What follows belongs to an exercise in optimizing a design on an open flow for small area, a short achievable clock period and few clock cycles per item; a production flow would make more cautious choices.
At most, simulation tests tie the RTL to the original design; equivalence was not proved.
The RTL of runs 1 and 2 was laid out without a check of its function.
No activity file was given, so power comes from the tool's default toggle rates.

--- design.v ---
module ewma_rtt_estimator (
    input  wire        clk,
    input  wire        rst,
    input  wire        cmd_valid,
    output wire        cmd_ready,
    input  wire [1:0]  cmd_op,
    input  wire [63:0] cmd_data,
    output reg         done,
    output reg  [63:0] est_rtt,
    output reg  [63:0] dev_rtt,
    output reg  [63:0] timeout_interval,
    output reg         rtt_valid
);
    localparam [1:0] OP_UPDATE   = 2'd0;
    localparam [1:0] OP_WRITE_TO = 2'd1;
    localparam [1:0] OP_RESET    = 2'd2;
    localparam [1:0] OP_NOP      = 2'd3;
    localparam [63:0] INIT_TIMEOUT = 64'h0000_0000_0001_0000;  
    assign cmd_ready = 1'b1;
    reg        c_valid;
    reg [1:0]  c_op;
    reg [63:0] c_data;
    always @(posedge clk) begin
        c_valid <= rst ? 1'b0 : cmd_valid;
        c_op    <= cmd_op;
        c_data  <= cmd_data;
    end
    wire a_upd = c_valid && (c_op == OP_UPDATE);
    wire a_wto = c_valid && (c_op == OP_WRITE_TO);
    wire a_clr = rst || (c_valid && (c_op == OP_RESET));
    reg [63:0] a_est;      
    reg        a_vld;      
    wire [63:0] S = c_data;
    wire [63:0] e = a_est | (S & {64{~a_vld}});
    wire [67:0] u0 = {1'b0, e, 3'b000};
    wire [67:0] u1 = {4'b1111, ~e};
    wire [67:0] u2 = {4'b0000, S};
    wire [67:0] su = u0 ^ u1 ^ u2;
    wire [67:0] cu = {((u0[66:0] & u1[66:0]) | (u0[66:0] & u2[66:0]) | (u1[66:0] & u2[66:0])), 1'b1};
    wire [3:0]  lo3 = {1'b0, su[2:0]} + {1'b0, cu[2:0]};
    wire        c3  = lo3[3];
    wire [63:0] est_new;
    pfx_add #(.W(64)) add_est (.a(su[66:3]), .b(cu[66:3]), .cin(c3), .s(est_new), .co());
    wire [64:0] d0 = {1'b0, S};
    wire [64:0] d1 = ~su[67:3];
    wire [64:0] d2 = ~cu[67:3];
    wire [64:0] sd = d0 ^ d1 ^ d2;
    wire [64:0] cd = {((d0[63:0] & d1[63:0]) | (d0[63:0] & d2[63:0]) | (d1[63:0] & d2[63:0])), ~c3};
    wire [64:0] diff;
    pfx_add #(.W(65)) add_diff (.a(sd), .b(cd), .cin(1'b1), .s(diff), .co());
    wire        neg = diff[64];
    reg [63:0] b_mag;      
    reg        b_neg;
    reg        b_upd, b_wto, b_clr, b_valid;
    reg [63:0] b_est;      
    always @(posedge clk) begin
        if (a_clr) begin
            a_est <= 64'd0;
            a_vld <= 1'b0;
        end else if (a_upd) begin
            a_est <= est_new;
            a_vld <= 1'b1;
        end
        b_mag   <= a_wto ? S : (diff[63:0] ^ {64{neg}});
        b_neg   <= neg;
        b_upd   <= a_upd && !rst;
        b_wto   <= a_wto && !rst;
        b_clr   <= a_clr;
        b_valid <= c_valid && !rst;
    end
    wire [65:0] t0 = {1'b0, dev_rtt, 1'b0};
    wire [65:0] t1 = {2'b00, dev_rtt};
    wire [65:0] t2 = {2'b00, b_mag};
    wire [65:0] x  = t0 ^ t1 ^ t2;
    wire [65:0] y  = {((t0[64:0] & t1[64:0]) | (t0[64:0] & t2[64:0]) | (t1[64:0] & t2[64:0])), b_neg};
    wire        c2 = (x[1] & y[1]) | ((x[1] ^ y[1]) & x[0] & y[0]);
    wire [63:0] dev_new;
    pfx_add #(.W(64)) add_dev (.a(x[65:2]), .b(y[65:2]), .cin(c2), .s(dev_new), .co());
    wire [66:0] v0 = {3'b000, a_est};
    wire [66:0] v1 = {1'b0, x[65:2], 2'b00};
    wire [66:0] v2 = {1'b0, y[65:2], 2'b00};
    wire [66:0] sv = v0 ^ v1 ^ v2;
    wire [66:0] cv = {((v0[65:0] & v1[65:0]) | (v0[65:0] & v2[65:0]) | (v1[65:0] & v2[65:0])), 1'b0};
    wire [66:0] cv2 = {cv[66:3], c2, cv[1:0]};    
    wire [66:0] to_sum;
    pfx_add #(.W(67)) add_to (.a(sv), .b(cv2), .cin(1'b0), .s(to_sum), .co());
    wire        ovf = |to_sum[66:64];
    always @(posedge clk) begin
        done      <= b_valid && !rst;
        est_rtt   <= a_est;
        rtt_valid <= a_vld;
        if (b_clr || rst) begin
            dev_rtt          <= 64'd0;
            timeout_interval <= INIT_TIMEOUT;
        end else if (b_upd) begin
            dev_rtt          <= dev_new;
            timeout_interval <= to_sum[63:0] | {64{ovf}};
        end else if (b_wto) begin
            timeout_interval <= b_mag;
        end
    end
endmodule
module pfx_add #(parameter W = 64) (
    input  wire [W-1:0] a,
    input  wire [W-1:0] b,
    input  wire         cin,
    output wire [W-1:0] s,
    output wire         co
);
    wire [W-1:0] p = a ^ b;
    reg  [W-1:0] g, t, ng, nt;
    integer i, l, d;
    always @* begin
        g = a & b;
        t = p;
        g[0] = g[0] | (p[0] & cin);
        for (l = 1; l < W; l = l * 2) begin
            ng = g; nt = t;
            for (i = 0; i < W; i = i + 1)
                if (((i / l) % 2) == 1) begin
                    d = (i / l) * l - 1;
                    ng[i] = g[i] | (t[i] & g[d]);
                    nt[i] = t[i] & t[d];
                end
            g = ng; t = nt;
        end
    end
    assign s  = p ^ {g[W-2:0], cin};
    assign co = g[W-1];
endmodule
--- run.sh ---
#!/bin/bash
# synth_recipe.tcl (not shown) runs the flow's synth.tcl, then flattens the netlist and writes it again
# the make line also repeats each setting of config.mk as NAME=value (left out here)
make -C /OpenROAD-flow-scripts/flow DESIGN_CONFIG=/design/flow/config.mk WORK_HOME=/design/flow/orfs CLKGATE_MAP_FILE= SYNTH_SCRIPT=/design/flow/synth_recipe.tcl finish
--- config.mk ---
export PLATFORM = sky130hd
export DESIGN_NAME = ewma_rtt_estimator
export DESIGN_NICKNAME = ewma_rtt_estimator
export VERILOG_FILES = /design/flow/design.v
export SDC_FILE = /design/flow/constraint.sdc
export NUM_CORES = 4
export LEC_CHECK = 0
export CAP_MARGIN = 20
export CORE_MARGIN = 2
export CORE_UTILIZATION = 40
export SLEW_MARGIN = 20
--- constraint.sdc ---
create_clock -name core_clock -period 18.0 [get_ports {clk}]
set_input_delay 3.6000 -clock core_clock [delete_from_list [all_inputs] [get_ports {clk}]]
set_output_delay 3.6000 -clock core_clock [all_outputs]
set_load 0.01 [all_outputs]
==> results of run 1 <==
Yosys cell counts, drive strengths merged (12+ instances only):
cell type,count,area share [%]
dfxtp,395,27
inv,312,4.0
a21oi,301,5.2
fa,276,19
ha,275,12
nor2,207,2.7
a21o,165,4.3
xnor2,149,4.5
o21ai,141,2.4
nand2,139,1.8
xor2,114,3.4
clkbuf,79,1.0
nand3,41,0.71
mux2,34,1.3
a221oi,29,0.89
a22oi,27,0.70
mux2i,26,0.89
nor3,26,0.45
a211oi,23,0.61
nand2b,22,0.47
nand4,22,0.47
nor2b,21,0.45
o21a,19,0.49
and3,18,0.39
buf,15,0.45
o21bai,15,0.39
a31oi,14,0.32
and2,14,0.30
or3,12,0.26
flip-flops by register name, indices dropped and copies added (netlist names), 2 cells and up:
register	flops
timeout_interval	64
b_mag	64
c_data	64
c_op	2
est_rtt	64
dev_rtt	64
a_est	64
report_power, final:
group	switching (mW)	internal [mW]
clock network	0.406	0.612
logic	1.38	1.19
registers	0.113	1.01
routing by layer:
layer  wire length, um  part of all wire [%]  vias up  global-route usage (%)
li1                  -                     -    10840                       -
met1             38100                    46    10740                   31.01
met2             38070                    46      532                   36.29
met3              5098                   6.1       92                   3.579
met4              1898                   2.3        0                   5.464
met5                 0                     0        -                       0
cells by family after synthesis:
logic type / count (synthesis) / synth area share (%)
AOI/OAI and AO/OA: 803 / 17.40
and+or+nand+nor: 554 / 8.821
muxes: 60 / 2.210
DFF: 395 / 27.17
buffers and inverters: 407 / 5.507
adders and majority gates: 551 / 30.81
other: 1 / 0.01288
xor gates and xnor gates: 265 / 8.073
worst register-to-register path: cells and delay by family (launching register included):
kind | cells | cell delay (ns)
compound gates | 11 | 3.13
buf+inv | 1 | 0.51
flops | 1 | 0.44
fa+ha+maj | 5 | 1.84
simple gates | 4 | 0.97
area by class of cell:
cell class | count | area [um^2] | share of cell area [%]
multi-input cells | 2234 | 19650 | 57.19
repair buffers | 282 | 2788 | 8.116
clock buffers | 63 | 1390 | 4.047
inverters | 313 | 1175 | 3.420
diodes | 1 | 2.502 | 0.007285
clock inverters | 20 | 247.7 | 0.7212
flip-flops and latches | 395 | 7913 | 23.04
well taps | 950 | 1189 | 3.460
worst paths after layout:
| check | slack (ns) | from | endpoint |
|---|---|---|---|
| setup / recovery | 11.02 | dev_rtt[2] | timeout_interval[16] |
| hold / removal | 0.37 | a_vld | rtt_valid |
| hold reg to reg | 0.37 | a_vld | rtt_valid |
| setup reg to reg | 11.02 | dev_rtt[2] | timeout_interval[16] |
==> impl_metrics.tcl, run 1 <==
set metrics [dict create \
    status "timing/DRC/antenna clean" \
    postRouteAntennaNets 0 \
    drt_iter0_markers 1220 \
    routed_via_density 5.214 \
    syn_area_um2 29110 \
    mostFrequentLayoutCells "393 x dfxtp_1, 311 x inv_1, 300 x a21oi_1" \
    cp_max_fo 33 \
    synth_edf_count 0 \
    hold_class "flip-flop to flip-flop" \
    worst-path-stages 21 \
    clk-insertion-delay-late_ns 0.60 \
    grt_max_degree 67 \
    final_util_pct 47.89 \
    p_leak_nw 15.77 \
    fin_ws_ns 11.02 \
    power_mw 4.708 \
    syn_inst 3036 \
    n_fill_cell 6824 \
    cp.buffers_inverters 1 \
    holdWs_ns 0.3747 \
    cts-root-buf "clkbuf_16" \
    crit_chain "fa_1, fa_1, ha_1, fa_1, a21o_1, a21o_1, a21oi_1, o21a_1, a211oi_2, nand4_1, a2111oi_2, o21ai_1, o21a_1, nand2b_1, fa_1, nand2b_1, or3_1, o21ai_4, buf_4, a21oi_1, a211o_1" \
    io_pins 264 \
    crit_type "flip-flop to flip-flop" \
    synth_cell_type_count 81 \
    path_clk_slew_ns 0.06 \
    final_common_cell "dfxtp_1" \
    wire_per_inst_um 19.53 \
    clkSinkCount 395 \
    placed_area_um2 32680 \
    fin_setup_tns_ns 0 \
    cap_violations 0 \
    crit_top_cell "fa_1" \
    tightest_slew_ns 1.136 \
    crit_slowest_cell "o21ai_4" \
    maxSlewViolCount 0 \
    r2r_cells 21 \
    syn_nets 3656 \
    yosys_warnings 4 \
    cts_buffers 47 \
    cts_hold_buf 0 \
    dp_hpwl_um 65450 \
    place.gp.congestion 0.8770 \
    dr_total_vias 22200 \
    hold_violations 0 \
    finClkSkew_ns 0.02011 \
    dp_slack_ns 11.02 \
    cp_top_family "compound AO/OA/AOI/OAI gates" \
    endpoint_kind "flip-flop" \
    design_area_um2 34350 \
    drt-total-wl_um 83160 \
    ys_seq_area_share_pct 27.17 \
    fp.dieH_um 273.7 \
    cp.arrival_ns 7.47 \
    setup_viol 0 \
    num_rows 98 \
    syn_avg_cell_area_um2 9.587 \
    fin_crit_sh_pct 38.78 \
    die_area_um2 74940 \
    power_density_nw_per_um2 137.1 \
    dp_cells 4173 \
    nNetsFinal 3893 \
    layout_min_cycle_time_ns 6.981 \
    numPortBuffers 262 \
    route.detailed.drc 0 \
    crit_path_max_incr_delay_ns 0.59 \
    worstSetupStartpointType "flip-flop" \
    grt_usage_pct 22.35 \
    start_util_pct 40.58 \
    clockBufferDepth 3 \
    cts_tree "yes" \
    core-area_um2 71730 \
    required_ns 18.49 \
    grt_setup_unrepaired "no" \
    grt_pass1_wl_um 129800 \
    final_cells 4258 \
    ys_async_sr_fraction_pct 0 \
    peakVddDrop_mv 0.07668 \
    grt_antenna_before_repair 0 \
    hold_path_depth 0 \
    die_width_um 273.7 \
    max_clock_freq_ghz 0.1432 \
    drive_above_1_share_pct 5.080 \
    drt_first_pass_iters 5 \
    slew_headroom_pct 23.67 \
    grt_pass1_vias 22330 \
    syn2layout_area_growth_pct 18.02 \
    synth-seq-cells 395 \
    cts_resized 0 \
    synth-main-ff-cell "dfxtp_1" \
    overflow 0 \
    post_cts_buffers 0 \
    htreeDepth 2 \
]
==> run 2, diff against run 1 <==
==> flow/run.sh (new file) <==
#!/bin/bash
set -euo pipefail
MARGIN=$(cat flow/margin.txt)
bash standard.sh SETUP_SLACK_MARGIN="$MARGIN" finish > standard_flow.log 2>&1
==> flow/margin.txt (new file) <==
13
==> standard.sh (new file) <==
#!/bin/bash
# synth_recipe.tcl (not shown) runs the flow's synth.tcl, then flattens the netlist and writes it again
# the make line also repeats each setting of config.mk as NAME=value (left out here)
make -C /OpenROAD-flow-scripts/flow DESIGN_CONFIG=/design/flow/config.mk WORK_HOME=/design/flow/orfs CLKGATE_MAP_FILE= SYNTH_SCRIPT=/design/flow/synth_recipe.tcl "${@:-finish}"
removed: run.sh
==> run 2 against run 1 <==
Still clean on timing, DRC and antenna. Global-route usage increased by 1.6 points. Maximum frequency increased by 25%. Setup slack improved by 1.4 ns. Total power increased by 16%. Via count increased by 4.1%. Clock skew increased by 0.0012 ns. Worst hold slack improved by 0.0065 ns. Synthesized cell count unchanged. Sequential share of layout area decreased by 1.4 points. Non-clock buffer count increased by 116. First-iteration DRC count increased by 11%. Largest cell class unchanged.
==> impl_metrics.tcl, run 2 <==
set metrics [dict create \
    p_leak_nw 17.85 \
    hold_violations 0 \
    route.detailed.drc 0 \
    core-area_um2 71730 \
    path_clk_slew_ns 0.06 \
    postRouteAntennaNets 0 \
    synth-seq-cells 395 \
    clockBufferDepth 3 \
    synthTopCellsByArea "dfxtp_1 27%, fa_1 19%, ha_1 12%" \
    peakVddDrop_mv 0.08036 \
    dr_total_vias 23120 \
    synth_commonest_cells "395 x dfxtp_1, 312 x inv_1, 300 x a21oi_1" \
    mostFrequentLayoutCells "314 x dfxtp_1, 306 x inv_1, 264 x fa_1" \
    final_common_cell "dfxtp_1" \
    status "timing/DRC/antenna clean" \
    cp.buffers_inverters 4 \
    layout_min_cycle_time_ns 5.574 \
    die_width_um 273.7 \
    final_util_pct 51.97 \
    power_mw 5.460 \
    num_rows 98 \
    wire_per_inst_um 20.84 \
    maxSlewViolCount 0 \
    n_antenna_cell 0 \
    fp.dieH_um 273.7 \
    grt_pass1_wl_um 136800 \
    endpoint_kind "flip-flop" \
    cts_hold_buf 0 \
    grt_setup_unrepaired "yes" \
    overflow 0 \
    syn2layout_area_growth_pct 28.08 \
    io_pins 264 \
    ys_async_sr_fraction_pct 0 \
    yosys_warnings 4 \
    tightest_slew_ns 1.243 \
    clkSinkCount 395 \
    synth.top_cell.area_share_pct 27.17 \
    power_density_nw_per_um2 146.5 \
    cts_buffers 49 \
    r2r_end "timeout_interval[11]" \
    syn_area_um2 29110 \
    grt_usage_pct 23.96 \
    dp_hpwl_um 65400 \
    syn_inst 3036 \
    numPortBuffers 262 \
    synth_edf_count 0 \
    start_util_pct 40.58 \
    worstHoldStart "a_vld" \
    cap_violations 0 \
    slew_headroom_pct 17.06 \
    r2r_slack_ns 12.43 \
    r2r_cells 22 \
    grt_pass1_vias 23200 \
    yosysMostFrequentCell "dfxtp_1" \
    syn_nets 3656 \
    clk-insertion-delay-late_ns 0.61 \
    dp_slack_ns 11.02 \
    worstSetupStartpointType "flip-flop" \
    holdWs_ns 0.3812 \
    setup_viol 0 \
    hold_path_depth 0 \
    crit_chain "fa_2, fa_1, ha_4, a21o_1, a21o_1, a211oi_2, or2_1, a211oi_4, nand4_1, a2111oi_4, buf_4, o21ai_4, o21a_1, nand2b_1, fa_1, nand2b_4, or3_4, o21ai_4, buf_12, buf_8, buf_16, a221oi_4" \
    cts-root-buf "clkbuf_16" \
    synth_area_leader_cell "dfxtp_1" \
    synth-main-ff-cell "dfxtp_1" \
    die_area_um2 74940 \
    fin_setup_tns_ns 0 \
    min_to "rtt_valid" \
    grt_antenna_before_repair 2 \
    cp_max_fo 7 \
    crit_slowest_cell "fa_2" \
    ys_seq_area_share_pct 27.17 \
    cts_tree "yes" \
    drt_iter0_markers 1353 \
    hold_class "flip-flop to flip-flop" \
    fin_crit_sh_pct 30.96 \
    reg2reg_from "dev_rtt[12]" \
    syn_avg_cell_area_um2 9.587 \
    required_ns 18.44 \
    synth_cell_type_count 81 \
    routed_via_density 5.277 \
    crit_path_max_incr_delay_ns 0.59 \
    nNetsFinal 4012 \
    cp.arrival_ns 6.01 \
    crit_type "flip-flop to flip-flop" \
    drive_above_1_share_pct 17.58 \
    drt-total-wl_um 91310 \
    finClkSkew_ns 0.02131 \
    drt_first_pass_iters 5 \
    max_clock_freq_ghz 0.1794 \
    cp_top_family "adder cells" \
    htreeDepth 2 \
    fin_ws_ns 12.43 \
    grt_max_degree 67 \
    place.gp.congestion 0.8842 \
]
[run 2: cell types whose count changed in the layout (fill, tap and decap cells not counted), moves of 14 or more]
cell / previous run / this run
dfxtp_1: 393 / 314
dfxtp_4: 1 / 16
ha_1: 275 / 260
clkdlybuf4s50_1: 261 / 67
clkdlybuf4s15_2: 0 / 15
a21oi_1: 300 / 228
a21oi_2: 1 / 68
buf_12: 0 / 14
buf_4: 19 / 84
dfxtp_2: 1 / 65
buf_16: 1 / 18
dlygate4sd2_1: 0 / 174
xnor2_2: 0 / 46
xnor2_1: 149 / 100
[run 2: worst max-delay path by stage]
| stage | from | endpoint | slack (ns) | cells past startpoint |
|---|---|---|---|---|
| after global routing | dev_rtt[12] | timeout_interval[11] | 12.22 | 22 |
| final | dev_rtt[12] | timeout_interval[11] | 12.43 | 22 |
| after detailed placement | a_vld | b_mag[53] | 11.02 | 23 |
| after CTS | dev_rtt[1] | timeout_interval[16] | 12.29 | 23 |
| after floorplan | dev_rtt[2] | timeout_interval[16] | 12.85 | 21 |
| after global placement | a_vld | b_mag[53] | 11.11 | 23 |
[run 2: metrics by stage]
step,cells,cell area [um^2]
floorplan,3036,29180
CTS,4332,36260
global placement,4173,32730
finish,4381,37280
global route,4381,37280
detailed placement,4174,32760
[run 2: layout make-up]
type,instances,area [um^2]
flip-flops and latches,395,8049
fillers,6564,34450
multi-input cells,2235,21070
inverters,313,1182
clock inverters,25,320.3
well taps,950,1189
clock buffers,65,1369
repair buffers,398,4103
[run 2: kinds of logic after synthesis]
| group | Yosys count | synth area share [%] |
|---|---|---|
| AO/OA/AOI/OAI | 803 | 17.40 |
| XOR/XNOR | 265 | 8.073 |
| adder cells (fa/ha/maj) | 551 | 30.81 |
| buffers and inverters | 407 | 5.507 |
| flip-flops | 395 | 27.17 |
| multiplexers | 60 | 2.210 |
| other | 1 | 0.01288 |
| AND/OR/NAND/NOR | 554 | 8.821 |
[run 2: what timing repair did]
action                     in CTS  in global routing
pin swaps                     139                 92
gates resized for setup       510                127
setup buffers                  53                 47
gates cloned                   15                  2
setup endpoints to repair     389                188
[run 2: report_power, final]
group          switching (mW)  total [mW]  internal [mW]
Clock                   0.413        1.05          0.635
Sequential              0.127        1.14           1.01
Combinational            1.66        3.28           1.62
Total                    2.20        5.46           3.26
[run 2: layer usage]
layer / GRT usage [%] / vias up / routed length [um] / part of all wire [%]
met2: 37.87 / 646 / 41090 / 45
met1: 32.58 / 11230 / 40510 / 44
met4: 8.067 / 0 / 3359 / 3.7
met3: 4.939 / 157 / 6354 / 7.0
met5: 0 / - / 0 / 0
li1: - / 11090 / - / -
==> run 3, diff against run 2 <==
--- a/design.v
+++ b/design.v
@@ -18,21 +18,23 @@
     localparam [63:0] INIT_TIMEOUT = 64'h0000_0000_0001_0000;  
     assign cmd_ready = 1'b1;
+    reg        rst_q;
     reg        c_valid;
     reg [1:0]  c_op;
     reg [63:0] c_data;
     always @(posedge clk) begin
-        c_valid <= rst ? 1'b0 : cmd_valid;
+        rst_q   <= rst;
+        c_valid <= cmd_valid && !rst;
         c_op    <= cmd_op;
         c_data  <= cmd_data;
     end
-    wire a_upd = c_valid && (c_op == OP_UPDATE);
-    wire a_wto = c_valid && (c_op == OP_WRITE_TO);
-    wire a_clr = rst || (c_valid && (c_op == OP_RESET));
     reg [63:0] a_est;      
     reg        a_vld;      
     wire [63:0] S = c_data;
-    wire [63:0] e = a_est | (S & {64{~a_vld}});
-    wire [67:0] u0 = {1'b0, e, 3'b000};
-    wire [67:0] u1 = {4'b1111, ~e};
+    wire a_upd   = c_valid && (c_op == OP_UPDATE);
+    wire a_wto   = c_valid && (c_op == OP_WRITE_TO);
+    wire a_rcmd  = c_valid && (c_op == OP_RESET);
+    wire a_first = a_upd && !a_vld;    
+    wire [67:0] u0 = {1'b0, a_est, 3'b000};
+    wire [67:0] u1 = {4'b1111, ~a_est};
     wire [67:0] u2 = {4'b0000, S};
     wire [67:0] su = u0 ^ u1 ^ u2;
@@ -49,22 +51,29 @@
     wire [64:0] diff;
     pfx_add #(.W(65)) add_diff (.a(sd), .b(cd), .cin(1'b1), .s(diff), .co());
-    wire        neg = diff[64];
+    wire [64:0] nx = {1'b0, a_est ^ S};
+    wire [64:0] ny = {a_est | ~S, 1'b0};
+    wire        neg;
+    carry_out #(.W(65)) cmp_neg (.a(nx), .b(ny), .co(neg));
     reg [63:0] b_mag;      
     reg        b_neg;
-    reg        b_upd, b_wto, b_clr, b_valid;
-    reg [63:0] b_est;      
+    reg        b_upd;      
+    reg        b_load;     
+    reg        b_dz;       
+    reg        b_init;     
+    reg        b_valid;
     always @(posedge clk) begin
-        if (a_clr) begin
+        if (rst_q || a_rcmd) begin
             a_est <= 64'd0;
             a_vld <= 1'b0;
         end else if (a_upd) begin
-            a_est <= est_new;
+            a_est <= a_vld ? est_new : S;
             a_vld <= 1'b1;
         end
-        b_mag   <= a_wto ? S : (diff[63:0] ^ {64{neg}});
+        b_mag   <= (a_wto || a_first) ? S : (diff[63:0] ^ {64{neg}});
         b_neg   <= neg;
-        b_upd   <= a_upd && !rst;
-        b_wto   <= a_wto && !rst;
-        b_clr   <= a_clr;
+        b_upd   <= a_upd && a_vld;
+        b_load  <= a_wto || a_first;
+        b_dz    <= a_first || a_rcmd;
+        b_init  <= a_rcmd;
         b_valid <= c_valid && !rst;
     end
@@ -82,21 +91,23 @@
     wire [66:0] sv = v0 ^ v1 ^ v2;
     wire [66:0] cv = {((v0[65:0] & v1[65:0]) | (v0[65:0] & v2[65:0]) | (v1[65:0] & v2[65:0])), 1'b0};
-    wire [66:0] cv2 = {cv[66:3], c2, cv[1:0]};    
-    wire [66:0] to_sum;
-    pfx_add #(.W(67)) add_to (.a(sv), .b(cv2), .cin(1'b0), .s(to_sum), .co());
-    wire        ovf = |to_sum[66:64];
+    wire [66:0] qv = {cv[66:3], c2, cv[1:0]};    
+    wire [63:0] to_lo;
+    wire        to_co;
+    pfx_add #(.W(64)) add_to (.a(sv[63:0]), .b(qv[63:0]), .cin(1'b0), .s(to_lo), .co(to_co));
+    wire        ovf = to_co | (|sv[66:64]) | (|qv[66:64]);
     always @(posedge clk) begin
         done      <= b_valid && !rst;
         est_rtt   <= a_est;
         rtt_valid <= a_vld;
-        if (b_clr || rst) begin
-            dev_rtt          <= 64'd0;
+        if (rst_q || b_dz)
+            dev_rtt <= 64'd0;
+        else if (b_upd)
+            dev_rtt <= dev_new;
+        if (rst_q || b_init)
             timeout_interval <= INIT_TIMEOUT;
-        end else if (b_upd) begin
-            dev_rtt          <= dev_new;
-            timeout_interval <= to_sum[63:0] | {64{ovf}};
-        end else if (b_wto) begin
+        else if (b_load)
             timeout_interval <= b_mag;
-        end
+        else if (b_upd)
+            timeout_interval <= to_lo | {64{ovf}};
     end
 endmodule
@@ -129,2 +140,37 @@
     assign co = g[W-1];
 endmodule
+module carry_out #(parameter W = 64) (
+    input  wire [W-1:0] a,
+    input  wire [W-1:0] b,
+    output wire         co
+);
+    reg [W-1:0] g, t;
+    integer i, l;
+    always @* begin
+        g = a & b;
+        t = a | b;
+        for (l = 1; l < W; l = l * 2)
+            for (i = 2 * l - 1; i < W; i = i + 2 * l) begin
+                g[i] = g[i] | (t[i] & g[i-l]);
+                t[i] = t[i] & t[i-l];
+            end
+    end
+    function automatic top_carry;
+        input [W-1:0] gg, tt;
+        integer k, pos, sz;
+        reg c;
+        begin
+            c = 1'b0;
+            pos = 0;
+            for (k = 30; k >= 0; k = k - 1) begin
+                sz = 1 << k;
+                if ((W & sz) != 0) begin
+                    c = gg[pos + sz - 1] | (tt[pos + sz - 1] & c);
+                    pos = pos + sz;
+                end
+            end
+            top_carry = c;
+        end
+    endfunction
+    assign co = top_carry(g, t);
+endmodule
==> flow/run.sh (replaced) <==
#!/bin/bash
# The standard layout (standard synthesis and ORFS steps unchanged) with
# extra make settings from flow/settings.txt, one NAME=VALUE per line:
# timing repair aims for a setup slack margin, so it works towards a shorter
# achieved period at the design's clock period and constraints.
set -euo pipefail
args=()
while IFS= read -r line; do
  [[ -n "$line" && "$line" != \#* ]] && args+=("$line")
done < flow/settings.txt
bash standard.sh "${args[@]}" finish > standard_flow.log 2>&1
==> flow/settings.txt (new file) <==
SETUP_SLACK_MARGIN=13
removed: flow/margin.txt
==> run 3 against run 2 <==
First-iteration DRC count up 55%. Non-clock buffer count down 108. Register-to-register slack better by 0.70 ns. Clock skew up 0.016 ns. Worst hold slack better by 0.023 ns. Cell count up 5.3%. Flip-flop and latch count up 2. Global-route usage up 1.4 points. Synthesized cell count up 8.5%. Sequential share of layout area up 0.44 points. Via count up 9.4%. Maximum frequency up 12%. Critical path type is now flip-flop to output pin.
==> impl_metrics.tcl, run 3 <==
set metrics [dict create \
    status "timing/DRC/antenna clean" \
    nNetsFinal 4213 \
    overflow 0 \
    fin_crit_sh_pct 27.60 \
    hold_class "flip-flop to flip-flop" \
    ys_seq_area_share_pct 25.74 \
    wire_per_inst_um 21.95 \
    crit_end "done" \
    syn_avg_cell_area_um2 9.371 \
    setup_viol 0 \
    syn_area_um2 30880 \
    clk-insertion-delay-late_ns 0.63 \
    dp_hpwl_um 79810 \
    yosysMostFrequentCell "dfxtp_1" \
    grt_pass1_vias 24540 \
    peakVddDrop_mv 0.06754 \
    clkSinkCount 397 \
    synth_edf_count 0 \
    grt_antenna_before_repair 7 \
    synth.top_cell.area_share_pct 25.74 \
    maxSlewViolCount 0 \
    synth-main-ff-cell "dfxtp_1" \
    syn2layout_area_growth_pct 18.74 \
    crit_slowest_cell "dfxtp_1" \
    r2r_cells 16 \
    finClkSkew_ns 0.03692 \
    cts-root-buf "clkbuf_16" \
    postRouteAntennaNets 0 \
    cap_violations 0 \
    grt_usage_pct 25.37 \
    cts_tree "yes" \
    mostFrequentLayoutCells "336 x inv_1, 328 x ha_1, 324 x dfxtp_1" \
    r2r_slack_ns 13.13 \
    crit_type "flip-flop to output pin" \
    htreeDepth 2 \
    drt_first_pass_iters 5 \
    max_clock_freq_ghz 0.2013 \
    grt_max_degree 84 \
    cp_top_family "flip-flops" \
    final_common_cell "inv_1" \
    grt_setup_unrepaired "yes" \
    p_leak_nw 16.99 \
    drt_iter0_markers 2100 \
    dr_total_vias 25280 \
    hold_violations 0 \
    clockBufferDepth 3 \
    power_density_nw_per_um2 110.4 \
    start_util_pct 40.52 \
    numPortBuffers 262 \
    design_area_um2 36660 \
    synth_area_leader_cell "dfxtp_1" \
    crit_chain "dlygate4sd2_1" \
    required_ns 14.40 \
    cp.arrival_ns 1.37 \
    startpoint "done" \
    syn_nets 3966 \
    yosys_warnings 4 \
    ys_async_sr_fraction_pct 0 \
    endpoint_kind "output pin" \
    core-area_um2 76200 \
    io_pins 264 \
    fp.dieH_um 281.8 \
    n_fill_cell 7228 \
    place.gp.congestion 0.9133 \
    worstSetupStartpointType "flip-flop" \
    die_width_um 281.8 \
    crit_path_max_incr_delay_ns 0.43 \
    routed_via_density 5.480 \
    syn_inst 3295 \
    grt_pass1_wl_um 151600 \
    num_rows 101 \
    reg2reg_from "dev_rtt[0]" \
    drive_above_1_share_pct 7.624 \
    slew_headroom_pct 27.46 \
    synth_commonest_cells "397 x dfxtp_1, 336 x inv_1, 328 x ha_1" \
    r2r_end "dev_rtt[49]" \
    drt-total-wl_um 101300 \
    tightest_slew_ns 1.082 \
    layout_min_cycle_time_ns 4.968 \
    cp_max_fo 1 \
    cp.buffers_inverters 1 \
    path_clk_slew_ns 0.06 \
    synthTopCellsByArea "dfxtp_1 26%, fa_1 18%, ha_1 13%" \
    fin_setup_tns_ns 0 \
    synth_cell_type_count 84 \
    die_area_um2 79430 \
    cts_hold_buf 0 \
    route.detailed.drc 0 \
    synth-seq-cells 397 \
    placed_area_um2 34570 \
    worst-path-stages 1 \
    cts_buffers 49 \
]
## run 3: changes by cell type after synthesis, sizes merged, moves of 42 or more
cell,previous run,this run
o21ai,141,220
ha,275,328
a21o,165,123
a21oi,301,239
nand2,139,220
## run 3: timing repair
| item | CTS | global route |
|---|---|---|
| cloned | 1 | 1 |
| gates resized for setup | 314 | 46 |
| endpoints found under the setup margin | 304 | 116 |
| pin swaps | 5 | 12 |
| buffers inserted | 5 | 3 |
## run 3: area by class of cell
| type | instances | area, um^2 | share of cell area (%) |
|---|---|---|---|
| Antenna cell | 3 | 7.507 | 0.02048 |
| Clock buffer | 64 | 1394 | 3.802 |
| Clock inverter | 26 | 432.9 | 1.181 |
| Inverter | 338 | 1271 | 3.467 |
| Multi-Input combinational cell | 2466 | 21550 | 58.77 |
| Sequential cell | 397 | 8079 | 22.04 |
| Tap cell | 1030 | 1289 | 3.515 |
| Timing Repair Buffer | 290 | 2643 | 7.208 |
## run 3: how the worst min path moves through the flow
| stage | startpoint | to | slack, ns | cells after the start |
|---|---|---|---|---|
| floorplan | a_vld | rtt_valid | 0.33 | 0 |
| global placement | a_est[1] | est_rtt[1] | 0.40 | 0 |
| detailed placement | a_est[12] | est_rtt[12] | 0.41 | 0 |
| CTS | a_est[12] | est_rtt[12] | 0.42 | 0 |
| global route | a_est[12] | est_rtt[12] | 0.42 | 0 |
| finish | a_est[12] | est_rtt[12] | 0.40 | 0 |
## run 3: report_power, final
| part | internal (mW) | switching, mW |
|---|---|---|
| registers | 0.992 | 0.173 |
| clock network | 0.692 | 0.427 |
| logic | 0.773 | 0.992 |
| total | 2.46 | 1.59 |
## run 3: cell families after synthesis
kind of cell / count (synthesis) / share of synthesized area [%]
AOI/OAI and AO/OA: 917 / 19.36
other: 1 / 0.01214
muxes: 47 / 1.528
buffers and inverters: 434 / 5.402
adders and majority gates: 609 / 31.28
xor gates and xnor gates: 251 / 7.168
and+or+nand+nor: 639 / 9.511
DFF: 397 / 25.74
## run 3: metrics by stage
stage	hold WS [ns]	power [mW]	worst slack, ns	utilization, %	cells
floorplan	0.3290	2.406	13.51	-	3295
global placement	0.4042	2.887	12.55	45.37	4510
detailed placement	0.4062	2.892	12.43	45.37	4510
CTS	0.4182	4.030	13.00	47.84	4606
global route	0.4228	4.313	12.95	48.10	4611
finish	0.4044	4.047	13.03	48.11	4614
## run 3: metal layers
| metal | up-vias | GRT usage (%) | wire, um |
|---|---|---|---|
| met3 | 131 | 6.032 | 8662 |
| met5 | - | 0 | 23 |
| li1 | 12020 | - | - |
| met2 | 862 | 36.43 | 41670 |
| met1 | 12270 | 37.62 | 48290 |
| met4 | 4 | 7.010 | 2641 |
## run 3: worst reg2reg max path, delay by kind of cell (launching register included)
kind	cells	cell delay, ns
adder cells (fa/ha/maj)	4	1.50
AND/OR/NAND/NOR	2	0.37
flip-flops	1	0.35
AO/OA/AOI/OAI	10	2.55
Testbench counts of run 3, summed over its fixed seeds: cycles 12,016, items 12,000.
==> run 4, diff against run 3 <==
==> flow/settings.txt (replaced) <==
SETUP_SLACK_MARGIN=13
BUFFER_PORTS_ARGS=-buffer_cell sky130_fd_sc_hd__buf_2
==> run 4 against run 3 <==
Still clean on timing, DRC and antenna. Final area decreased by 3.6%. Largest cell class unchanged. Clock skew decreased by 0.0081 ns. Flip-flop and latch count unchanged. Combinational power about the same. Clock-buffer cell count unchanged. Worst hold slack got worse by 0.0055 ns.
==> impl_metrics.tcl, run 4 <==
set metrics [dict create \
    ys_async_sr_fraction_pct 0 \
    postRouteAntennaNets 0 \
    grt_antenna_before_repair 5 \
    peakVddDrop_mv 0.07229 \
    endpoint_kind "output pin" \
    synthTopCellsByArea "dfxtp_1 26%, fa_1 18%, ha_1 13%" \
    drive_above_1_share_pct 13.17 \
    core-area_um2 76200 \
    grt_pass1_vias 24460 \
    worst-path-stages 1 \
    route.detailed.drc 0 \
    holdWs_ns 0.3989 \
    htreeDepth 2 \
    grt_setup_unrepaired "yes" \
    fin_ws_ns 13.07 \
    numPortBuffers 262 \
    synth-main-ff-cell "dfxtp_1" \
    drt_first_pass_iters 6 \
    drt-total-wl_um 99680 \
    tightest_slew_ns 1.177 \
    cp_max_fo 4 \
    worstSetupStartpointType "flip-flop" \
    clockBufferDepth 3 \
    nNetsFinal 4217 \
    switching_share_pct 40.01 \
    finClkSkew_ns 0.02883 \
    r2r_end "dev_rtt[58]" \
    synth_commonest_cells "397 x dfxtp_1, 336 x inv_1, 328 x ha_1" \
    dr_total_vias 25110 \
    cts_buffers 48 \
    synth-seq-cells 397 \
    overflow 0 \
    start_util_pct 40.52 \
    synth_area_leader_cell "dfxtp_1" \
    clk-insertion-delay-late_ns 0.61 \
    design_area_um2 35330 \
    hold_violations 0 \
    cts-root-buf "clkbuf_16" \
    grt_max_degree 84 \
    routed_via_density 5.434 \
    final_common_cell "dfxtp_1" \
    r2r_cells 16 \
    switching_power_mw 1.571 \
    min_to "est_rtt[12]" \
    crit_chain "buf_2" \
    synth_edf_count 0 \
    grt_pass1_wl_um 150700 \
    power_density_nw_per_um2 111.2 \
    fp.dieH_um 281.8 \
    synth.top_cell.area_share_pct 25.74 \
    hold_class "flip-flop to flip-flop" \
    final_cells 4620 \
    worstHoldStart "a_est[12]" \
    ys_seq_area_share_pct 25.74 \
    power_mw 3.927 \
    dp_slack_ns 12.33 \
    setup_viol 0 \
    synth_cell_type_count 84 \
    syn_nets 3966 \
    clkSinkCount 397 \
    drt_iter0_markers 2019 \
    clockPowerShare_pct 26.0 \
    num_rows 101 \
    r2r_slack_ns 13.15 \
    cp.buffers_inverters 1 \
    placed_area_um2 33260 \
    reg2reg_from "dev_rtt[0]" \
    maxSlewViolCount 0 \
    pwr-share-comb_pct 44.4 \
    syn2layout_area_growth_pct 14.43 \
    busiest_layer "met1" \
    cts_hold_buf 0 \
    use_met2_pct 36.57 \
    p_leak_nw 16.46 \
    crit_path_max_incr_delay_ns 0.52 \
    yosysMostFrequentCell "dfxtp_1" \
    dp_cells 4509 \
    fin_crit_sh_pct 27.36 \
    max_clock_freq_ghz 0.2030 \
    slew_headroom_pct 21.48 \
    cts_tree "yes" \
    mostFrequentLayoutCells "376 x dfxtp_1, 336 x inv_1, 328 x ha_1" \
    syn_area_um2 30880 \
    dp_hpwl_um 78600 \
    required_ns 14.40 \
    fin_setup_tns_ns 0 \
    syn_avg_cell_area_um2 9.371 \
    die_width_um 281.8 \
    grt_usage_pct 25.01 \
    status "timing/DRC/antenna clean" \
    yosys_warnings 4 \
    crit_type "flip-flop to output pin" \
    die_area_um2 79430 \
    io_pins 264 \
    crit_slowest_cell "dfxtp_1" \
    place.gp.congestion 0.9471 \
    cp_top_family "flip-flops" \
    hold_path_depth 0 \
    syn_inst 3295 \
    grt_util_met3_pct 4.715 \
    layout_min_cycle_time_ns 4.925 \
    wire_per_inst_um 21.58 \
    met1_usage_pct 37.97 \
    cp.arrival_ns 1.33 \
    final_util_pct 46.37 \
    p_seq_share_pct 29.7 \
    p_int_mw 2.356 \
    path_clk_slew_ns 0.06 \
    cap_violations 0 \
]
## run 4: cell counts after synthesis
No cell type changed its count.
## run 4: worst max-delay path by stage
| stage | start | endpoint | slack [ns] |
|---|---|---|---|
| 3_3_place_gp | a_est[3] | b_mag[60] | 12.48 |
| 6_report | dev_rtt[30] | dev_rtt[30] | 13.07 |
| 3_5_place_dp | a_est[3] | b_mag[60] | 12.33 |
| 2_1_floorplan | a_est[3] | b_mag[60] | 13.51 |
| 4_1_cts | dev_rtt[1] | dev_rtt[58] | 13.00 |
| 5_1_grt | a_est[1] | a_est[50] | 12.92 |
## run 4: what timing repair did
item	CTS	global route
buffers inserted	6	9
setup endpoints to repair	106	116
gates resized for setup	25	59
cloned	1	1
pin swaps	4	19
## run 4: cell families (layout without fill, tap and decap cells)
group / count (synthesis) / count (layout) / synth area share, %
xor gates and xnor gates: 251 / 251 / 7.168
buffers and inverters: 434 / 722 / 5.402
AOI/OAI and AO/OA: 917 / 917 / 19.36
adders and majority gates: 609 / 609 / 31.28
and+or+nand+nor: 639 / 641 / 9.511
other: 1 / 6 / 0.01214
muxes: 47 / 47 / 1.528
DFF: 397 / 397 / 25.74
## run 4: area by class of cell
class / count / area [um^2]
fill: 7384 / 40870
multi-input combinational: 2466 / 21570
sequential: 397 / 7979
timing repair buffer: 295 / 1583
clock buffer: 64 / 1311
tap: 1030 / 1289
inverter: 338 / 1272
clock inverter: 25 / 319.1
antenna: 5 / 12.51
## run 4: layer usage
metal | up-vias | wire length, um
li1 | 12020 | -
met1 | 12190 | 48140
met5 | - | 0
met2 | 804 | 41740
met4 | 0 | 1900
met3 | 101 | 7900
## run 4: power groups by stage
| stage | Sequential [mW] | Clock [mW] | Combinational, mW |
|---|---|---|---|
| after floorplan | 1.08 | 0 | 1.32 |
| after global placement | 1.18 | 0 | 1.67 |
| after detailed placement | 1.17 | 0 | 1.68 |
| after CTS | 1.15 | 1.04 | 1.70 |
| after global routing | 1.17 | 1.07 | 1.96 |
| final | 1.16 | 1.02 | 1.74 |
==> run 5, diff against run 4 <==
==> flow/settings.txt (replaced) <==
SETUP_SLACK_MARGIN=13.5
BUFFER_PORTS_ARGS=-buffer_cell sky130_fd_sc_hd__buf_2
CTS_ARGS=-sink_clustering_enable -repair_clock_nets -sink_clustering_size 30 -sink_clustering_max_diameter 120 -dont_use_dummy_load
==> run 5 against run 4 <==
Clock power decreased by about 50%. Critical path type unchanged. Total power decreased by 7.5%. Critical endpoint is now dev_rtt[38]. Die area did not move. Still clean. Critical path depth unchanged.
==> impl_metrics.tcl, run 5 <==
set metrics [dict create \
    cts_buffers 20 \
    fp.dieH_um 281.8 \
    path_clk_slew_ns 0.12 \
    max_clock_freq_ghz 0.2124 \
    num_rows 101 \
    layout_min_cycle_time_ns 4.707 \
    clockBufferDepth 3 \
    ys_seq_area_share_pct 25.74 \
    grt_pass1_vias 25110 \
    dp_cells 4509 \
    syn_avg_cell_area_um2 9.371 \
    io_pins 264 \
    syn_nets 3966 \
    tightest_slew_ns 1.306 \
    dp_hpwl_um 78600 \
    cp.buffers_inverters 1 \
    hold_class "flip-flop to flip-flop" \
    reg2reg_from "dev_rtt[32]" \
    grt_setup_unrepaired "yes" \
    yosys.area_share.simple_pct 9.510 \
    n_fill_cell 7048 \
    setup_viol 0 \
    grt_pass1_wl_um 154900 \
    synth_top_family_by_area "adder cells" \
    placed_area_um2 33260 \
    status "timing/DRC/antenna clean" \
    p_leak_nw 17.19 \
    grt_max_degree 84 \
    maxSlewViolCount 0 \
    endpoint_kind "output pin" \
    htreeDepth 1 \
    wire_per_inst_um 22.00 \
    die_width_um 281.8 \
    worstHoldStart "a_est[6]" \
    mostFrequentLayoutCells "326 x inv_1, 307 x ha_1, 252 x fa_1" \
    synth_cell_type_count 84 \
    dr_total_vias 25880 \
    cp_max_fo 2 \
    drive_above_1_share_pct 25.75 \
    die_area_um2 79430 \
    yosys_warnings 4 \
    hold_path_depth 0 \
    peakVddDrop_mv 0.07653 \
    design_area_um2 38350 \
    cts_tree "yes" \
    clk-insertion-delay-late_ns 0.61 \
    final_common_cell "inv_1" \
    synth.top_cell.area_share_pct 25.74 \
    slew_headroom_pct 12.83 \
    core-area_um2 76200 \
    finClkSkew_ns 0.07105 \
    worst-path-stages 1 \
    worstSetupStartpointType "flip-flop" \
    drt_first_pass_iters 5 \
    crit_path_max_incr_delay_ns 0.37 \
    synth-adder-area-share_pct 31.28 \
    power_mw 3.633 \
    crit_type "flip-flop to output pin" \
    synthMuxAreaShare_pct 1.528 \
    route.detailed.drc 0 \
    cap_violations 0 \
    cts-root-buf "clkbuf_16" \
    r2r_end "timeout_interval[14]" \
    clkSinkCount 397 \
    routed_via_density 5.482 \
    overflow 0 \
    synth_compound_area_share_pct 19.36 \
    place.gp.congestion 0.9471 \
    synth_commonest_cells "397 x dfxtp_1, 336 x inv_1, 328 x ha_1" \
    cp_top_family "flip-flops" \
    synth_edf_count 0 \
    grt_usage_pct 25.61 \
    r2r_cells 18 \
    r2r_slack_ns 13.30 \
    min_to "est_rtt[6]" \
    yosysMostFrequentCell "dfxtp_1" \
    fin_crit_sh_pct 26.15 \
    synthTopCellsByArea "dfxtp_1 26%, fa_1 18%, ha_1 13%" \
    synth-main-ff-cell "dfxtp_1" \
    start_util_pct 40.52 \
    cp.arrival_ns 1.11 \
    drt_iter0_markers 1990 \
    hold_violations 0 \
    syn2layout_area_growth_pct 24.20 \
    grt_antenna_before_repair 5 \
    holdWs_ns 0.4098 \
    syn_inst 3295 \
    syn_area_um2 30880 \
    final_cells 4721 \
    required_ns 14.40 \
    power_density_nw_per_um2 94.74 \
    synth-seq-cells 397 \
    numPortBuffers 262 \
    nNetsFinal 4363 \
    ys_async_sr_fraction_pct 0 \
    synthXorXnorAreaFrac_pct 7.168 \
    synth_area_leader_cell "dfxtp_1" \
    crit_chain "buf_6" \
    fin_setup_tns_ns 0 \
    postRouteAntennaNets 0 \
    drt-total-wl_um 103800 \
    crit_slowest_cell "dfxtp_4" \
]
run 5: layer usage:
metal  up-vias  track usage [%]  part of all wire, %
li1      12270                -                    -
met1     12610            38.94                   48
met2       882            38.08                   42
met3       117            3.895                  7.3
met4         0            5.265                  2.6
met5         -                0                    0
run 5: cells by family after synthesis:
group / count (synthesis)
flops: 397
buf+inv: 434
simple gates: 639
compound gates: 917
fa+ha+maj: 609
mux: 47
other cells: 1
xor+xnor: 251
run 5: layout make-up:
class / instances / area [um^2] / area share, %
clock buffer: 20 / 500.5 / 1.305
inverter: 338 / 1289 / 3.361
multi-input combinational: 2469 / 22680 / 59.14
sequential: 397 / 8461 / 22.06
timing repair buffer: 466 / 4130 / 10.77
tap: 1030 / 1289 / 3.361
antenna: 1 / 2.502 / 0.006525
run 5: repair_timing:
action	in CTS	in global routing
pin swaps	62	146
cloned	6	3
gates resized for setup	583	279
setup endpoints to repair	391	335
hold buffers	0	0
buffers inserted	122	60
run 5: where the power goes:
part / total [mW] / internal (mW) / switching (mW) / leakage (nW)
Sequential: 1.16 / 0.984 / 0.174 / 3.39
Clock: 0.506 / 0.200 / 0.307 / 0.246
Combinational: 1.97 / 0.888 / 1.08 / 13.6
Total: 3.63 / 2.07 / 1.56 / 17.2
run 5: how the worst max path moves through the flow:
| stage | from | to |
|---|---|---|
| 2_1_floorplan | a_est[3] | b_mag[60] |
| 6_report | dev_rtt[38] | dev_rtt[38] |
| 4_1_cts | dev_rtt[38] | dev_rtt[38] |
| 5_1_grt | dev_rtt[6] | timeout_interval[16] |
| 3_5_place_dp | a_est[3] | b_mag[60] |
| 3_3_place_gp | a_est[3] | b_mag[60] |
run 5: stage by stage:
stage / utilization (%) / worst slack, ns
2_1_floorplan: - / 13.51
3_3_place_gp: 43.64 / 12.48
3_5_place_dp: 43.64 / 12.33
4_1_cts: 48.28 / 13.27
5_1_grt: 50.32 / 13.17
6_report: 50.33 / 13.29
==> run 6, diff against run 5 <==
==> flow/settings.txt (replaced) <==
SETUP_SLACK_MARGIN=13
BUFFER_PORTS_ARGS=-buffer_cell sky130_fd_sc_hd__buf_1
CTS_ARGS=-sink_clustering_enable -repair_clock_nets -dont_use_dummy_load
==> run 6 against run 5 <==
Still clean on timing, DRC and antenna. Utilization fell by 5.0 points. Total power rose by 2.7%. Combinational power fell by 12%. Global-route usage fell by 0.75 points. Cell count fell by 3.1%. First-iteration DRC count fell by 1.9%. Synthesized cell count did not move. Register-to-register slack got worse by 0.16 ns. Critical path depth did not move. Clock power rose by 65%. Non-clock buffer count fell by 174. Critical endpoint is now dev_rtt[41].
==> impl_metrics.tcl, run 6 <==
set metrics [dict create \
    cp_top_family "flip-flops" \
    clk-insertion-delay-late_ns 0.60 \
    grt_pass1_wl_um 149800 \
    syn2layout_area_growth_pct 11.80 \
    crit_type "flip-flop to output pin" \
    synth_area_leader_cell "dfxtp_1" \
    yosys_warnings 4 \
    dr_total_vias 25030 \
    maxSlewViolCount 0 \
    postRouteAntennaNets 0 \
    hold_class "flip-flop to flip-flop" \
    final_common_cell "dfxtp_1" \
    endpoint_kind "output pin" \
    die_area_um2 79430 \
    syn_inst 3295 \
    synth_edf_count 0 \
    num_rows 101 \
    start_util_pct 40.52 \
    layout_min_cycle_time_ns 4.948 \
    grt_antenna_before_repair 4 \
    place.gp.congestion 0.9553 \
    clockBufferDepth 3 \
    numPortBuffers 262 \
    drt_iter0_markers 1953 \
    cts_tree "yes" \
    core-area_um2 76200 \
    grt_pass1_vias 24390 \
    cts-root-buf "clkbuf_16" \
    crit_chain "buf_1" \
    synth_cell_type_count 84 \
    synthTopCellsByArea "dfxtp_1 26%, fa_1 18%, ha_1 13%" \
    clkSinkCount 397 \
    crit_path_max_incr_delay_ns 0.45 \
    grt_usage_pct 24.86 \
    path_clk_slew_ns 0.06 \
    design_area_um2 34520 \
    finClkSkew_ns 0.04932 \
    placed_area_um2 32940 \
    fp.dieH_um 281.8 \
    final_util_pct 45.30 \
    ys_seq_area_share_pct 25.74 \
    synth-seq-cells 397 \
    status "timing/DRC/antenna clean" \
    mostFrequentLayoutCells "384 x dfxtp_1, 336 x inv_1, 328 x ha_1" \
    syn_area_um2 30880 \
    peakVddDrop_mv 0.07415 \
    power_density_nw_per_um2 108.1 \
    routed_via_density 5.474 \
    drt-total-wl_um 99410 \
    cp_max_fo 4 \
    slew_headroom_pct 17.29 \
    max_clock_freq_ghz 0.2021 \
    io_pins 264 \
    cts_hold_buf 0 \
    nNetsFinal 4213 \
    ys_async_sr_fraction_pct 0 \
    crit_slowest_cell "dfxtp_1" \
    synth-main-ff-cell "dfxtp_1" \
    cp.arrival_ns 1.35 \
    cp.buffers_inverters 1 \
    fin_crit_sh_pct 27.49 \
    hold_violations 0 \
    cap_violations 0 \
    grt_setup_unrepaired "yes" \
    drive_above_1_share_pct 4.746 \
    syn_nets 3966 \
    synth.top_cell.area_share_pct 25.74 \
    drt_first_pass_iters 6 \
    dp_hpwl_um 78210 \
    route.detailed.drc 0 \
    p_leak_nw 15.24 \
    htreeDepth 2 \
    fin_setup_tns_ns 0 \
    required_ns 14.40 \
    yosysMostFrequentCell "dfxtp_1" \
    wire_per_inst_um 21.74 \
    tightest_slew_ns 1.239 \
    grt_max_degree 84 \
    cts_buffers 48 \
    overflow 0 \
    setup_viol 0 \
    syn_avg_cell_area_um2 9.371 \
    worstSetupStartpointType "flip-flop" \
    synth_commonest_cells "397 x dfxtp_1, 336 x inv_1, 328 x ha_1" \
    die_width_um 281.8 \
]
## run 6: changes by cell type in the layout (fill, tap and decap cells not counted), sizes merged
cell | previous run | this run
buf | 463 | 290
clkbuf | 23 | 50
or2 | 20 | 17
diode | 1 | 3
clkinvlp | 1 | 0
inv | 336 | 337
o21ai | 221 | 220
## run 6: timing repair
| action | CTS | global route |
|---|---|---|
| pin swaps | 4 | 12 |
| resized for setup | 26 | 49 |
| setup endpoints to repair | 108 | 121 |
| gates cloned | 0 | 1 |
| buffers inserted | 4 | 7 |
## run 6: layout make-up
cell class,instances,area [um^2]
timing repair buffer,292,1234
sequential,397,7966
antenna,3,7.507
fill,7468,41680
inverter,338,1272
tap,1030,1289
clock buffer,48,1201
multi-input combinational,2465,21550
## run 6: worst paths after layout
path                      end  cells past startpoint   startpoint  slack (ns)
setup / recovery  dev_rtt[41]                      1  dev_rtt[41]       13.05
hold / removal     est_rtt[1]                      0     a_est[1]        0.39
setup reg to reg     b_mag[6]                     14     a_est[2]       13.14
hold reg to reg    est_rtt[1]                      0     a_est[1]        0.39
## run 6: cells by family (layout without fill, tap and decap cells)
| group | count (synthesis) | count (layout) | share of synthesized area, % |
|---|---|---|---|
| compound gates | 917 | 917 | 19.36 |
| mux | 47 | 47 | 1.528 |
| simple gates | 639 | 640 | 9.511 |
| fa+ha+maj | 609 | 609 | 31.28 |
| xor+xnor | 251 | 251 | 7.168 |
| other cells | 1 | 4 | 0.01214 |
| flops | 397 | 397 | 25.74 |
| buf+inv | 434 | 678 | 5.402 |
## run 6: metal layers
metal	vias up	global-route usage, %	routed length [um]
li1	11980	-	-
met1	12100	37.94	48240
met2	818	35.68	40890
met3	130	4.441	7621
met4	2	6.492	2641
met5	-	0	10
## run 6: power breakdown
group,switching [mW],internal [mW]
sequential,0.170,0.994
clock,0.369,0.464
combinational,0.983,0.753
## run 6: through the flow
step / total power [mW] / setup WS [ns] / hold WS (ns) / instances
floorplan: 2.406 / 13.51 / 0.3290 / 3295
global placement: 2.844 / 12.47 / 0.3988 / 4510
detailed placement: 2.846 / 12.43 / 0.3985 / 4510
CTS: 3.706 / 13.01 / 0.4036 / 4562
global route: 3.999 / 12.94 / 0.4018 / 4570
finish: 3.733 / 13.05 / 0.3919 / 4573
==> run 7, diff against run 6 <==
==> flow/settings.txt (replaced) <==
SETUP_SLACK_MARGIN=13.35
BUFFER_PORTS_ARGS=-buffer_cell sky130_fd_sc_hd__buf_1
CTS_ARGS=-sink_clustering_enable -repair_clock_nets -dont_use_dummy_load
==> run 7 against run 6 <==
Still clean. Clock skew is 0.0059 ns higher. Die area unchanged. Utilization increased by 3.8 points. Register-to-register slack gained 0.23 ns. Highest routed layer unchanged.
==> impl_metrics.tcl, run 7 <==
set metrics [dict create \
    status "timing/DRC/antenna clean" \
    wire_per_inst_um 21.78 \
    drt-total-wl_um 102000 \
    synth_cell_type_count 84 \
    fin_setup_tns_ns 0 \
    synth-adder-area-share_pct 31.28 \
    die_area_um2 79430 \
    yosys_warnings 4 \
    core-area_um2 76200 \
    n_fill_cell 7135 \
    cp_top_family "flip-flops" \
    cts-root-buf "clkbuf_16" \
    synth-seq-cells 397 \
    ys_async_sr_fraction_pct 0 \
    fp.dieH_um 281.8 \
    cp.arrival_ns 1.10 \
    syn_avg_cell_area_um2 9.371 \
    postRouteAntennaNets 0 \
    dp_hpwl_um 78210 \
    route.detailed.drc 0 \
    final_common_cell "inv_1" \
    cp.buffers_inverters 1 \
    start_util_pct 40.52 \
    endpoint_kind "output pin" \
    clkSinkCount 397 \
    grt_antenna_before_repair 3 \
    required_ns 14.40 \
    synth-main-ff-cell "dfxtp_1" \
    place.gp.congestion 0.9553 \
    ys_seq_area_share_pct 25.74 \
    cts_hold_buf 0 \
    io_pins 264 \
    htreeDepth 2 \
    grt_max_degree 84 \
    drt_iter0_markers 2002 \
    grt_usage_pct 25.42 \
    synthTopCellsByArea "dfxtp_1 26%, fa_1 18%, ha_1 13%" \
    numPortBuffers 262 \
    clockBufferDepth 3 \
    nNetsFinal 4327 \
    cts_tree "yes" \
    num_rows 101 \
    cts_buffers 48 \
    synth_area_leader_cell "dfxtp_1" \
    synth_top_family_by_area "adder cells" \
    grt_pass1_wl_um 153500 \
    power_density_nw_per_um2 102.0 \
    hold_violations 0 \
    routed_via_density 5.467 \
    peakVddDrop_mv 0.07558 \
    syn_inst 3295 \
    layout_min_cycle_time_ns 4.698 \
    r2r_slack_ns 13.37 \
    grt_pass1_vias 25110 \
    slew_headroom_pct 16.57 \
    p_leak_nw 16.92 \
    synth.top_cell.area_share_pct 25.74 \
    cp_max_fo 2 \
    final_util_pct 49.08 \
    max_clock_freq_ghz 0.2129 \
    crit_type "flip-flop to output pin" \
    grt_setup_unrepaired "yes" \
    drt_first_pass_iters 5 \
    yosysMostFrequentCell "dfxtp_1" \
    dr_total_vias 25610 \
    fin_crit_sh_pct 26.10 \
    yosys.area_share.simple_pct 9.510 \
    die_width_um 281.8 \
    syn_nets 3966 \
    overflow 0 \
    mostFrequentLayoutCells "333 x inv_1, 325 x ha_1, 267 x fa_1" \
    syn_area_um2 30880 \
    syn2layout_area_growth_pct 21.13 \
    finClkSkew_ns 0.05518 \
    drive_above_1_share_pct 19.05 \
    synth_commonest_cells "397 x dfxtp_1, 336 x inv_1, 328 x ha_1" \
    synth_compound_area_share_pct 19.36 \
    crit_slowest_cell "dfxtp_4" \
    crit_chain "buf_6" \
    synth_edf_count 0 \
    cap_violations 0 \
    path_clk_slew_ns 0.06 \
    worstSetupStartpointType "flip-flop" \
    clk-insertion-delay-late_ns 0.61 \
    hold_class "flip-flop to flip-flop" \
    setup_viol 0 \
    synthXorXnorAreaFrac_pct 7.168 \
    crit_path_max_incr_delay_ns 0.37 \
    tightest_slew_ns 1.250 \
    maxSlewViolCount 0 \
    synthMuxAreaShare_pct 1.528 \
]
[run 7: cell counts after synthesis]
Identical to the previous run, type by type.
[run 7: final timing paths]
kind,from,end,cells after the start
max,dev_rtt[24],dev_rtt[24],1
min,a_est[10],est_rtt[10],0
max reg2reg,dev_rtt[32],timeout_interval[14],17
min reg2reg,a_est[10],est_rtt[10],0
[run 7: through the flow]
step | worst slack, ns | area (um^2) | cells | power (mW) | hold slack, ns
after floorplan | 13.51 | 30880 | 3295 | 2.406 | 0.3290
after global placement | 12.47 | 32940 | 4510 | 2.844 | 0.3988
after detailed placement | 12.43 | 32940 | 4510 | 2.846 | 0.3985
after global routing | 13.22 | 37400 | 4684 | 4.075 | 0.3911
after CTS | 13.28 | 36770 | 4651 | 3.748 | 0.3949
final | 13.30 | 37400 | 4685 | 3.813 | 0.3864
[run 7: cell type report]
class	count	area, um^2	area share, %
diodes	1	2.502	0.006691
clock buffers	48	1201	3.212
inverters	338	1272	3.402
multi-input cells	2466	21840	58.39
flip-flops and latches	397	8398	22.45
well taps	1030	1289	3.446
repair buffers	405	3400	9.089
[run 7: power breakdown]
group | total, mW | internal [mW] | switching (mW)
Sequential | 1.16 | 0.987 | 0.171
Combinational | 1.82 | 0.806 | 1.01
Clock | 0.836 | 0.464 | 0.372
[run 7: what timing repair did]
item | 4_1_cts | 5_1_grt
endpoints found under the setup margin | 371 | 304
cloned | 1 | 1
hold endpoints to repair | 0 | 0
pin swaps | 31 | 48
setup buffers | 92 | 32
gates resized for setup | 690 | 112
[run 7: logic make-up after synthesis]
group / count (synthesis)
AO/OA/AOI/OAI: 917
AND/OR/NAND/NOR: 639
adder cells (fa/ha/maj): 609
buffers and inverters: 434
flip-flops: 397
XOR/XNOR: 251
multiplexers: 47
other: 1
[run 7: per-layer routing]
metal	global-route usage [%]	up-vias	wire length [um]
li1	-	12210	-
met5	0	-	10
met3	4.367	129	7801
met2	36.89	852	42530
met1	38.49	12420	48930
met4	6.860	2	2755
==> run 8, diff against run 7 <==
==> flow/settings.txt (replaced) <==
SETUP_SLACK_MARGIN=13
BUFFER_PORTS_ARGS=-buffer_cell sky130_fd_sc_hd__buf_1
--- a/config.mk
+++ b/config.mk
@@ -8,4 +8,5 @@
 export CAP_MARGIN = 20
 export CORE_MARGIN = 2
-export CORE_UTILIZATION = 40
+export CORE_UTILIZATION = 55
+export PLACE_DENSITY = 0.7
 export SLEW_MARGIN = 20
==> run 8 against run 7 <==
Cell count fell by 7.7%. Clock power rose by 29%. Total power rose by 5.2%. Area after synthesis did not move. Via count rose by 2.1%. Maximum frequency fell by 5.3%. Routed wire length fell by 3.2%. Non-clock buffer count fell by 116. Global-route usage rose by 8.4 points. Clock skew fell by 0.026 ns.
==> impl_metrics.tcl, run 8 <==
set metrics [dict create \
    dr_total_vias 26140 \
    die_width_um 240.9 \
    switching_power_mw 1.614 \
    yosys_warnings 4 \
    drt_first_pass_iters 6 \
    p_leak_nw 15.46 \
    reg2reg_from "a_est[18]" \
    routed_via_density 6.045 \
    syn_nets 3966 \
    r2r_cells 17 \
    place.gp.congestion 0.9952 \
    synth.top_cell.area_share_pct 25.74 \
    cp.buffers_inverters 1 \
    synth_cell_type_count 84 \
    num_rows 86 \
    cp_top_family "flip-flops" \
    cp_max_fo 4 \
    crit_type "flip-flop to output pin" \
    grt_setup_unrepaired "yes" \
    finClkSkew_ns 0.02946 \
    syn2layout_area_growth_pct 12.22 \
    required_ns 14.40 \
    final_common_cell "dfxtp_1" \
    crit_chain "buf_1" \
    startpoint "dev_rtt[26]" \
    crit_slowest_cell "dfxtp_1" \
    p_int_mw 2.396 \
    status "timing/DRC/antenna clean" \
    tightest_slew_ns 1.022 \
    die_area_um2 58050 \
    ys_async_sr_fraction_pct 0 \
    synth_commonest_cells "397 x dfxtp_1, 336 x inv_1, 328 x ha_1" \
    grt_max_degree 84 \
    wire_per_inst_um 22.85 \
    cp.arrival_ns 1.36 \
    synthTopCellsByArea "dfxtp_1 26%, fa_1 18%, ha_1 13%" \
    setup_viol 0 \
    crit_path_max_incr_delay_ns 0.54 \
    synth-main-ff-cell "dfxtp_1" \
    n_antenna_cell 0 \
    worstHoldStart "a_est[12]" \
    slew_headroom_pct 31.84 \
    grt_antenna_before_repair 1 \
    pwr-share-comb_pct 43.4 \
    syn_inst 3295 \
    power_density_nw_per_um2 115.7 \
    overflow 0 \
    synth-seq-cells 397 \
    numPortBuffers 262 \
    cts_tree "yes" \
    fin_setup_tns_ns 0 \
    io_pins 264 \
    mostFrequentLayoutCells "383 x dfxtp_1, 336 x inv_1, 328 x ha_1" \
    ys_seq_area_share_pct 25.74 \
    r2r_slack_ns 13.12 \
    cts_buffers 47 \
    cap_violations 0 \
    syn_avg_cell_area_um2 9.371 \
    nNetsFinal 4209 \
    route.detailed.drc 0 \
    endpoint_kind "output pin" \
    core-area_um2 55310 \
    maxSlewViolCount 0 \
    peakVddDrop_mv 0.07565 \
    yosysMostFrequentCell "dfxtp_1" \
    r2r_end "b_mag[50]" \
    max_clock_freq_ghz 0.2016 \
    min_to "est_rtt[12]" \
    synth_area_leader_cell "dfxtp_1" \
    start_util_pct 55.83 \
    dp_hpwl_um 77450 \
    fp.dieH_um 240.9 \
    drt-total-wl_um 98790 \
    clockBufferDepth 3 \
    switching_share_pct 40.25 \
    clk-insertion-delay-late_ns 0.61 \
    drive_above_1_share_pct 5.565 \
    clkSinkCount 397 \
    grt_pass1_vias 25450 \
    layout_min_cycle_time_ns 4.961 \
    syn_area_um2 30880 \
    grt_usage_pct 33.79 \
    hold_path_depth 0 \
    fin_crit_sh_pct 27.56 \
    synth_edf_count 0 \
    path_clk_slew_ns 0.07 \
    cts_hold_buf 0 \
    p_seq_share_pct 29.6 \
    power_mw 4.010 \
    hold_violations 0 \
    htreeDepth 2 \
    hold_class "flip-flop to flip-flop" \
    worstSetupStartpointType "flip-flop" \
    cts-root-buf "clkbuf_16" \
    grt_pass1_wl_um 148400 \
    drt_iter0_markers 2360 \
    postRouteAntennaNets 0 \
    clockPowerShare_pct 26.9 \
]
==> run 8: cell types whose count changed in the layout (fill, tap and decap cells not counted), moves of 8 or more <==
cell       before  now
a21oi_1       223  232
buf_1          69  262
buf_2          30    0
buf_4         132   25
buf_6         162    0
bufinv_16       0    8
dfxtp_1       201  383
dfxtp_2       114   13
dfxtp_4        82    1
inv_6           0   10
o21ai_0       196  206
==> run 8: cell type report <==
cell class              instances  area [um^2]
well taps                     748        935.9
fillers                      4772        20660
multi-input cells            2465        21520
clock inverters                30        419.2
repair buffers                289         1206
flip-flops and latches        397         7968
clock buffers                  57         1328
inverters                     338         1271
==> run 8: logic make-up after synthesis <==
logic type	share of synthesized area (%)
AO/OA/AOI/OAI	19.36
AND/OR/NAND/NOR	9.511
adder cells (fa/ha/maj)	31.28
buffers and inverters	5.402
flip-flops	25.74
XOR/XNOR	7.168
multiplexers	1.528
other	0.01214
==> run 8: per-stage QoR <==
stage               util, %  instance area (um^2)  setup slack (ns)  std cells  hold slack [ns]
global route          62.65                 34650             12.95       4324           0.4026
detailed placement    58.92                 32590             12.47       4229           0.3909
CTS                   62.28                 34450             12.99       4320           0.3994
global placement      58.92                 32590             12.53       4229           0.3867
floorplan                 -                 30880             13.51       3295           0.3290
finish                62.65                 34650             13.04       4324           0.3991
==> run 8: routing by layer <==
| layer | vias up | wire length, um | global-route usage (%) |
|---|---|---|---|
| li1 | 12020 | - | - |
| met1 | 12790 | 44280 | 49.76 |
| met2 | 1163 | 42060 | 49.93 |
| met3 | 166 | 9742 | 7.160 |
| met4 | 0 | 2703 | 9.633 |
| met5 | - | 0 | 0 |
==> run 8: power groups by stage <==
stage               sequential [mW]  clock [mW]  combinational (mW)
floorplan                      1.08           0                1.32
global placement               1.19           0                1.63
detailed placement             1.19           0                1.67
CTS                            1.17        1.09                1.70
global route                   1.19        1.12                1.93
finish                         1.19        1.08                1.74
==> run 8: worst max path at each step <==
stage	to	slack, ns	cells past startpoint
detailed placement	b_mag[60]	12.47	17
floorplan	b_mag[60]	13.51	17
global placement	timeout_interval[0]	12.53	15
global route	b_mag[46]	12.95	18
CTS	timeout_interval[1]	12.99	17
finish	dev_rtt[26]	13.04	1
==> run 8: what timing repair did <==
| action | CTS | global route |
|---|---|---|
| gates cloned | 0 | 1 |
| buffers inserted | 4 | 3 |
| gates resized for setup | 18 | 47 |
| hold endpoints to repair | 0 | 0 |
| pin swaps | 3 | 12 |
| endpoints found under the setup margin | 86 | 120 |

## port drivers added, routing unchanged
The flow's constraints put no driver on any port. The routed layouts listed below were extracted and timed again, unchanged, in two steps.
Step 1 assumes that a clkbuf_16 drives the clock port and a buf_2 every other input.
Step 2 moves the port delays by t, midway between the first and last clock arrival at a register: inputs arrive t later, outputs are due t later. That takes back most of the time a late clock gives input paths.
Slacks: no drivers / after step 1 / after step 2; pairs: no drivers / after step 1.
run	t (ns)	slack for setup (ns)	slew at the worst register clock pin (ns)	pins driven straight from the clock port
run 1	0.657	11.019 / 11.019 / 11.019	0.07 / 0.07	1
run 2	0.659	12.426 / 12.426 / 12.426	0.07 / 0.07	1
run 3	0.676	13.032 / 12.967 / 13.128	0.07 / 0.07	1
run 4	0.651	13.074 / 13.016 / 13.155	0.07 / 0.07	1
run 5	0.631	13.293 / 13.233 / 13.297	0.12 / 0.12	1
run 6	0.641	13.052 / 12.990 / 13.143	0.07 / 0.07	1
run 7	0.647	13.302 / 13.242 / 13.374	0.07 / 0.07	1
run 8	0.658	13.039 / 12.979 / 13.120	0.07 / 0.07	1
After both steps every run listed still meets setup and hold.
